Context: an optimization exercise on an open-source flow, tuned for small area, a short achievable clock period and few clock cycles. The choices shown serve that exercise and are no tape-out recipe.
RTL that was checked went through simulation tests only; none was proved equivalent to the original.
Power figures rest on the tool's default switching activity, not on a simulated workload.

==> run a <==
Design acc_core, start of the top module:
module acc_core (
    input  wire        clk,
    input  wire        rst,           
    input  wire [31:0] max_steps,     
    output wire        mem_req,
    output wire        mem_we,
    output wire [11:0] mem_addr,
    output wire [15:0] mem_wdata,
    input  wire        mem_ready,
    input  wire [15:0] mem_rdata,
    output wire        done,
    output wire        halted,
    output wire [2:0]  fault_kind,
    output wire [15:0] fault_ea,
    output wire [15:0] pc,
    output wire [15:0] acc,
    output wire [15:0] ir,
    output wire [3:0]  flags,         
    output wire [31:0] step_count,
    input  wire [3:0]  dbg_sel,
    output wire [15:0] dbg_reg
);
    localparam OP_HALT  = 4'd0;
    localparam OP_LOAD  = 4'd1;
    localparam OP_STORE = 4'd2;
    localparam OP_ADD   = 4'd3;
    localparam OP_SUB   = 4'd4;
    localparam OP_CMP   = 4'd5;
    localparam OP_JMP   = 4'd6;
    localparam OP_JZ    = 4'd7;
    localparam OP_JNZ   = 4'd8;
    localparam S_FETCH = 2'd0;
    localparam S_PTR   = 2'd1;
    localparam S_MEM   = 2'd2;
    reg [1:0]  state;
    reg [12:0] pc_r;        
    reg [15:0] acc_r;
    reg [15:0] ir_r;
    reg [15:0] md;
  ...
Settings: LEC_CHECK=0, CAP_MARGIN=20, CORE_MARGIN=2, CORE_UTILIZATION=40, PLACE_DENSITY=0.6, SLEW_MARGIN=20; clock period 8.0 ns.
run.sh (not shown) runs the stock make flow with config.mk's settings and CLKGATE_MAP_FILE= SYNTH_SCRIPT=/design/flow/synth_recipe.tcl, a recipe that flattens the netlist after the stock synthesis.
==> run b (differences from run a) <==
--- a/flow/design.v
+++ b/flow/design.v
@@ -51,17 +51,16 @@
     assign fault_kind = fk;
     assign fault_ea   = (fk == 3'd5) ? md : 16'd0;
     assign pc         = {3'd0, pc_r};
     assign acc        = acc_r;
     assign ir         = ir_r;
     assign flags      = {zf, sf, cf, of};
     assign step_count = sc;
-    wire [3:0]  rsel = done_r ? dbg_sel : mem_rdata[3:0];
-    wire [15:0] rval = regs[rsel];
-    assign dbg_reg = rval;
+    wire [15:0] rval = regs[mem_rdata[3:0]];
+    assign dbg_reg = regs[dbg_sel];
     wire [3:0] ir_op = ir_r[15:12];
     wire p_load = (ir_op == OP_LOAD);
     wire p_sub  = (ir_op == OP_SUB) || (ir_op == OP_CMP);
     wire p_wr   = (ir_op != OP_CMP);
     wire [15:0] a_in = p_load ? 16'd0 : acc_r;
     wire [15:0] b_in = p_sub ? ~md : md;
     wire [16:0] r    = {1'b0, a_in} + {1'b0, b_in} + {16'd0, p_sub};
@@ -70,18 +69,17 @@
     wire r_cf   = p_sub ? !r[16] : r[16];
     wire r_of   = p_sub ? (!r[16] ^ r[15]) : (r[16] | r[15]);
     wire        zf_now  = pend ? r_zero : zf;
     wire [15:0] acc_now = (pend && p_wr) ? r[15:0] : acc_r;
     wire [31:0] sc_inc = sc + 32'd1;
     wire eq1 = (sc_inc == max_steps);
     wire mz  = (max_steps == 32'd0);           
-    wire hold = done_r || stop_r || (first && mz);
-    wire run  = !hold;
+    wire run = !done_r && !stop_r && !(first && mz);
     wire pc_oob = pc_r[12];
-    assign mem_req   = !hold && (state != S_FETCH || !pc_oob);
+    assign mem_req   = !done_r && !stop_r && (state != S_FETCH || !pc_oob);
     assign mem_we    = !done_r && !stop_r && (state == S_MEM) && (ir_op == OP_STORE);
     assign mem_addr  = (state == S_FETCH) ? pc_r[11:0] : md[11:0];
     assign mem_wdata = acc_r;
     wire [3:0]  f_op = mem_rdata[15:12];
     wire [11:0] f_o  = mem_rdata[11:0];
     wire f_direct   = (f_o[11:8] == 4'd0);
     wire f_indirect = (f_o[11:8] == 4'd1);
@@ -100,38 +98,39 @@
     integer i;
     always @(posedge clk) begin
         if (rst) begin
             state    <= S_FETCH;
             pc_r     <= 13'd0;
             acc_r    <= 16'd0;
             ir_r     <= 16'd0;
-            md       <= 16'd0;
             zf       <= 1'b0;
             sf       <= 1'b0;
             cf       <= 1'b0;
             of       <= 1'b0;
+            md       <= 16'd0;
             halted_r <= 1'b0;
             fk       <= 3'd0;
             sc       <= 32'd0;
             done_r   <= 1'b0;
             stop_r   <= 1'b0;
             first    <= 1'b1;
             pend     <= 1'b0;
         end else begin
-            first <= 1'b0;
+            if (!(first && mz && !mem_ready))
+                first <= 1'b0;
             if (pend) begin
                 if (p_wr)
                     acc_r <= r[15:0];
                 zf <= r_zero;
                 sf <= r[15];
                 cf <= r_cf;
                 of <= r_of;
             end
             pend <= 1'b0;
-            if ((first && mz) || stop_r)
+            if ((first && mz && mem_ready) || stop_r)
                 done_r <= 1'b1;
             if (run) begin
                 case (state)
                 S_FETCH: begin
                     if (pc_oob) begin
                         halted_r <= 1'b1;
                         fk       <= 3'd1;
==> flow/flow/run.sh (new file) <==
#!/bin/bash
# The standard layout (standard.sh) with two changes:
#  - synthesis maps the logic with abc's own default (area-oriented) script
#    instead of ORFS's speed script; everything else in the synthesis is
#    synth_recipe.tcl unchanged, so the registers are the standard ones
#  - the port buffers are the smallest plain buffer rather than the delay
#    buffer buffer_ports picks on its own; timing repair resizes them where a
#    path needs it
# make's output goes to standard.log; each ORFS step keeps its own log under
# orfs/logs.
set -o pipefail
cat flow/abc_override.tcl synth_recipe.tcl > my_synth.tcl
sed "s#SYNTH_SCRIPT=[^ ]*#SYNTH_SCRIPT=$PWD/my_synth.tcl#" standard.sh > my_standard.sh
grep -q "SYNTH_SCRIPT=$PWD/my_synth.tcl" my_standard.sh || { echo "could not point standard.sh at my_synth.tcl"; exit 1; }
export BUFFER_PORTS_ARGS="-buffer_cell sky130_fd_sc_hd__buf_1"
bash my_standard.sh > standard.log 2>&1
==> flow/flow/abc_override.tcl (new file) <==
# abc with its own default (area-oriented) mapping script instead of the
# script, delay target and constraints ORFS hands it; liberty and dont_use
# arguments are kept
proc abc {args} {
  set kept {}
  for {set i 0} {$i < [llength $args]} {incr i} {
    set a [lindex $args $i]
    if {$a in {-script -D -constr}} { incr i; continue }
    lappend kept $a
  }
  yosys abc {*}$kept
}
==> flow/standard.sh (new file) <==
#!/bin/bash
# synth_recipe.tcl (not shown) runs the flow's synth.tcl, then flattens the netlist and writes it again
# the make line also repeats each setting of config.mk as NAME=value (left out here)
make -C /OpenROAD-flow-scripts/flow DESIGN_CONFIG=/design/flow/config.mk WORK_HOME=/design/flow/orfs CLKGATE_MAP_FILE= SYNTH_SCRIPT=/design/flow/synth_recipe.tcl "${@:-finish}"
Settings changed: CAP_MARGIN 20 to 10, CTS_CLUSTER_DIAMETER set to 120, CTS_CLUSTER_SIZE set to 25, SETUP_SLACK_MARGIN set to 3.25, SLEW_MARGIN 20 to 10, TNS_END_PERCENT set to 10.
removed: flow/run.sh
==> run c (differences from run a) <==
--- a/flow/design.v
+++ b/flow/design.v
@@ -51,17 +51,16 @@
     assign fault_kind = fk;
     assign fault_ea   = (fk == 3'd5) ? md : 16'd0;
     assign pc         = {3'd0, pc_r};
     assign acc        = acc_r;
     assign ir         = ir_r;
     assign flags      = {zf, sf, cf, of};
     assign step_count = sc;
-    wire [3:0]  rsel = done_r ? dbg_sel : mem_rdata[3:0];
-    wire [15:0] rval = regs[rsel];
-    assign dbg_reg = rval;
+    wire [15:0] rval = regs[mem_rdata[3:0]];
+    assign dbg_reg = regs[dbg_sel];
     wire [3:0] ir_op = ir_r[15:12];
     wire p_load = (ir_op == OP_LOAD);
     wire p_sub  = (ir_op == OP_SUB) || (ir_op == OP_CMP);
     wire p_wr   = (ir_op != OP_CMP);
     wire [15:0] a_in = p_load ? 16'd0 : acc_r;
     wire [15:0] b_in = p_sub ? ~md : md;
     wire [16:0] r    = {1'b0, a_in} + {1'b0, b_in} + {16'd0, p_sub};
@@ -70,18 +69,17 @@
     wire r_cf   = p_sub ? !r[16] : r[16];
     wire r_of   = p_sub ? (!r[16] ^ r[15]) : (r[16] | r[15]);
     wire        zf_now  = pend ? r_zero : zf;
     wire [15:0] acc_now = (pend && p_wr) ? r[15:0] : acc_r;
     wire [31:0] sc_inc = sc + 32'd1;
     wire eq1 = (sc_inc == max_steps);
     wire mz  = (max_steps == 32'd0);           
-    wire hold = done_r || stop_r || (first && mz);
-    wire run  = !hold;
+    wire run = !done_r && !stop_r && !(first && mz);
     wire pc_oob = pc_r[12];
-    assign mem_req   = !hold && (state != S_FETCH || !pc_oob);
+    assign mem_req   = !done_r && !stop_r && (state != S_FETCH || !pc_oob);
     assign mem_we    = !done_r && !stop_r && (state == S_MEM) && (ir_op == OP_STORE);
     assign mem_addr  = (state == S_FETCH) ? pc_r[11:0] : md[11:0];
     assign mem_wdata = acc_r;
     wire [3:0]  f_op = mem_rdata[15:12];
     wire [11:0] f_o  = mem_rdata[11:0];
     wire f_direct   = (f_o[11:8] == 4'd0);
     wire f_indirect = (f_o[11:8] == 4'd1);
@@ -100,38 +98,39 @@
     integer i;
     always @(posedge clk) begin
         if (rst) begin
             state    <= S_FETCH;
             pc_r     <= 13'd0;
             acc_r    <= 16'd0;
             ir_r     <= 16'd0;
-            md       <= 16'd0;
             zf       <= 1'b0;
             sf       <= 1'b0;
             cf       <= 1'b0;
             of       <= 1'b0;
+            md       <= 16'd0;
             halted_r <= 1'b0;
             fk       <= 3'd0;
             sc       <= 32'd0;
             done_r   <= 1'b0;
             stop_r   <= 1'b0;
             first    <= 1'b1;
             pend     <= 1'b0;
         end else begin
-            first <= 1'b0;
+            if (!(first && mz && !mem_ready))
+                first <= 1'b0;
             if (pend) begin
                 if (p_wr)
                     acc_r <= r[15:0];
                 zf <= r_zero;
                 sf <= r[15];
                 cf <= r_cf;
                 of <= r_of;
             end
             pend <= 1'b0;
-            if ((first && mz) || stop_r)
+            if ((first && mz && mem_ready) || stop_r)
                 done_r <= 1'b1;
             if (run) begin
                 case (state)
                 S_FETCH: begin
                     if (pc_oob) begin
                         halted_r <= 1'b1;
                         fk       <= 3'd1;
==> flow/flow/run.sh (new file) <==
#!/bin/bash
# The standard layout (standard.sh) with two changes:
#  - synthesis maps the logic with abc's own default (area-oriented) script
#    instead of ORFS's speed script; everything else in the synthesis is
#    synth_recipe.tcl unchanged, so the registers are the standard ones
#  - the port buffers are the smallest plain buffer rather than the delay
#    buffer buffer_ports picks on its own; timing repair resizes them where a
#    path needs it
# make's output goes to standard.log; each ORFS step keeps its own log under
# orfs/logs.
set -o pipefail
cat flow/abc_override.tcl synth_recipe.tcl > my_synth.tcl
sed "s#SYNTH_SCRIPT=[^ ]*#SYNTH_SCRIPT=$PWD/my_synth.tcl#" standard.sh > my_standard.sh
grep -q "SYNTH_SCRIPT=$PWD/my_synth.tcl" my_standard.sh || { echo "could not point standard.sh at my_synth.tcl"; exit 1; }
export BUFFER_PORTS_ARGS="-buffer_cell sky130_fd_sc_hd__buf_1"
bash my_standard.sh > standard.log 2>&1
==> flow/flow/abc_override.tcl (new file) <==
# abc with its own default (area-oriented) mapping script instead of the
# script, delay target and constraints ORFS hands it; liberty and dont_use
# arguments are kept
proc abc {args} {
  set kept {}
  for {set i 0} {$i < [llength $args]} {incr i} {
    set a [lindex $args $i]
    if {$a in {-script -D -constr}} { incr i; continue }
    lappend kept $a
  }
  yosys abc {*}$kept
}
==> flow/standard.sh (new file) <==
#!/bin/bash
# synth_recipe.tcl (not shown) runs the flow's synth.tcl, then flattens the netlist and writes it again
# the make line also repeats each setting of config.mk as NAME=value (left out here)
make -C /OpenROAD-flow-scripts/flow DESIGN_CONFIG=/design/flow/config.mk WORK_HOME=/design/flow/orfs CLKGATE_MAP_FILE= SYNTH_SCRIPT=/design/flow/synth_recipe.tcl "${@:-finish}"
Settings changed: SETUP_SLACK_MARGIN set to 3.5, TNS_END_PERCENT set to 10.
removed: flow/run.sh
==> comparison table <==
Run status: run b no timing/DRC/antenna violations; run c no timing/DRC/antenna violations; run a no timing/DRC/antenna violations
CP max-delay cell: run b sky130_fd_sc_hd__o21a_2; run c sky130_fd_sc_hd__a221oi_1; run a sky130_fd_sc_hd__clkdlybuf4s50_1
Per-instance average area after synthesis: run b 11.2 sq um; run c 11.2 sq um; run a 10.8 sq um
Time the final worst path needs with I/O delays and setup: run b 4.90 ns; run c 4.78 ns; run a 6.97 ns
Hold-critical path endpoint: run b ir_r[6]$_SDFFE_PP0P_; run c ir_r[0]$_SDFFE_PP0P_; run a stop_r$_SDFFE_PP0P_
Adder and majority cell fraction of the synthesized area: run b 2.47%; run c 2.47%; run a 2.38%
Worst relative slew slack: run b 18.5%; run c 23.5%; run a 33.7%
Row count: run b 76; run c 76; run a 78
Net switching power: run b 0.959 mW; run c 1.17 mW; run a 1.11 mW
Hold_sp: run b ir_r[6]$_SDFFE_PP0P_; run c ir_r[0]$_SDFFE_PP0P_; run a stop_r$_SDFFE_PP0P_
Count of buffers not belonging to the clock network in the layout: run b 291; run c 332; run a 264
Routability congestion estimate from global placement: run b 0.932; run c 0.925; run a 0.933
Clock tree cell share of total cell area: run b 2.52%; run c 6.00%; run a 5.79%
Clock distribution power: run b 1.05 mW; run c 1.85 mW; run a 1.82 mW
Non-clock inverter count in the final layout: run b 51; run c 51; run a 57
Via count: run b 15,762; run c 16,226; run a 14,766
Biggest fanout along the worst timing path: run b 32; run c 7; run a 11
Testbench counts of run b, summed over its fixed seeds: cycles 80,223.
Testbench counts of run c, summed over its fixed seeds: cycles 80,223.
For run a, only the layout was checked, not whether the RTL still works.

[port drivers added, routing unchanged]
In the flow no input, the clock included, has a driving cell. The finished layouts below were timed again as built, in two steps. Step 1 sets driving cells, clkbuf_16 on the clock port and buf_2 on the other inputs (assumed; they add their load-dependent delay and slew). Step 2 times the ports against the registers' clock, not the clock port: input delays grow and output delays shrink by t, the midpoint of the rising clock arrivals with the driver on. Slacks: ideal / step 1 / step 2; pairs: ideal / step 1.
run | shift t [ns] | setup slack, ns | worst setup path at the end | cell pins on the clock port's net
run a | 0.619 | 1.029 / 1.002 / 1.002 | input to output | 1
run b | 0.595 | 3.101 / 3.130 / 2.535 | input to register | 1
run c | 0.631 | 3.222 / 3.157 / 2.867 | input to register | 1
After both steps every run listed still meets setup and hold. For run b, which loses most, drivers alone change the setup slack by +0.029 ns; drivers and shift together by -0.566 ns.
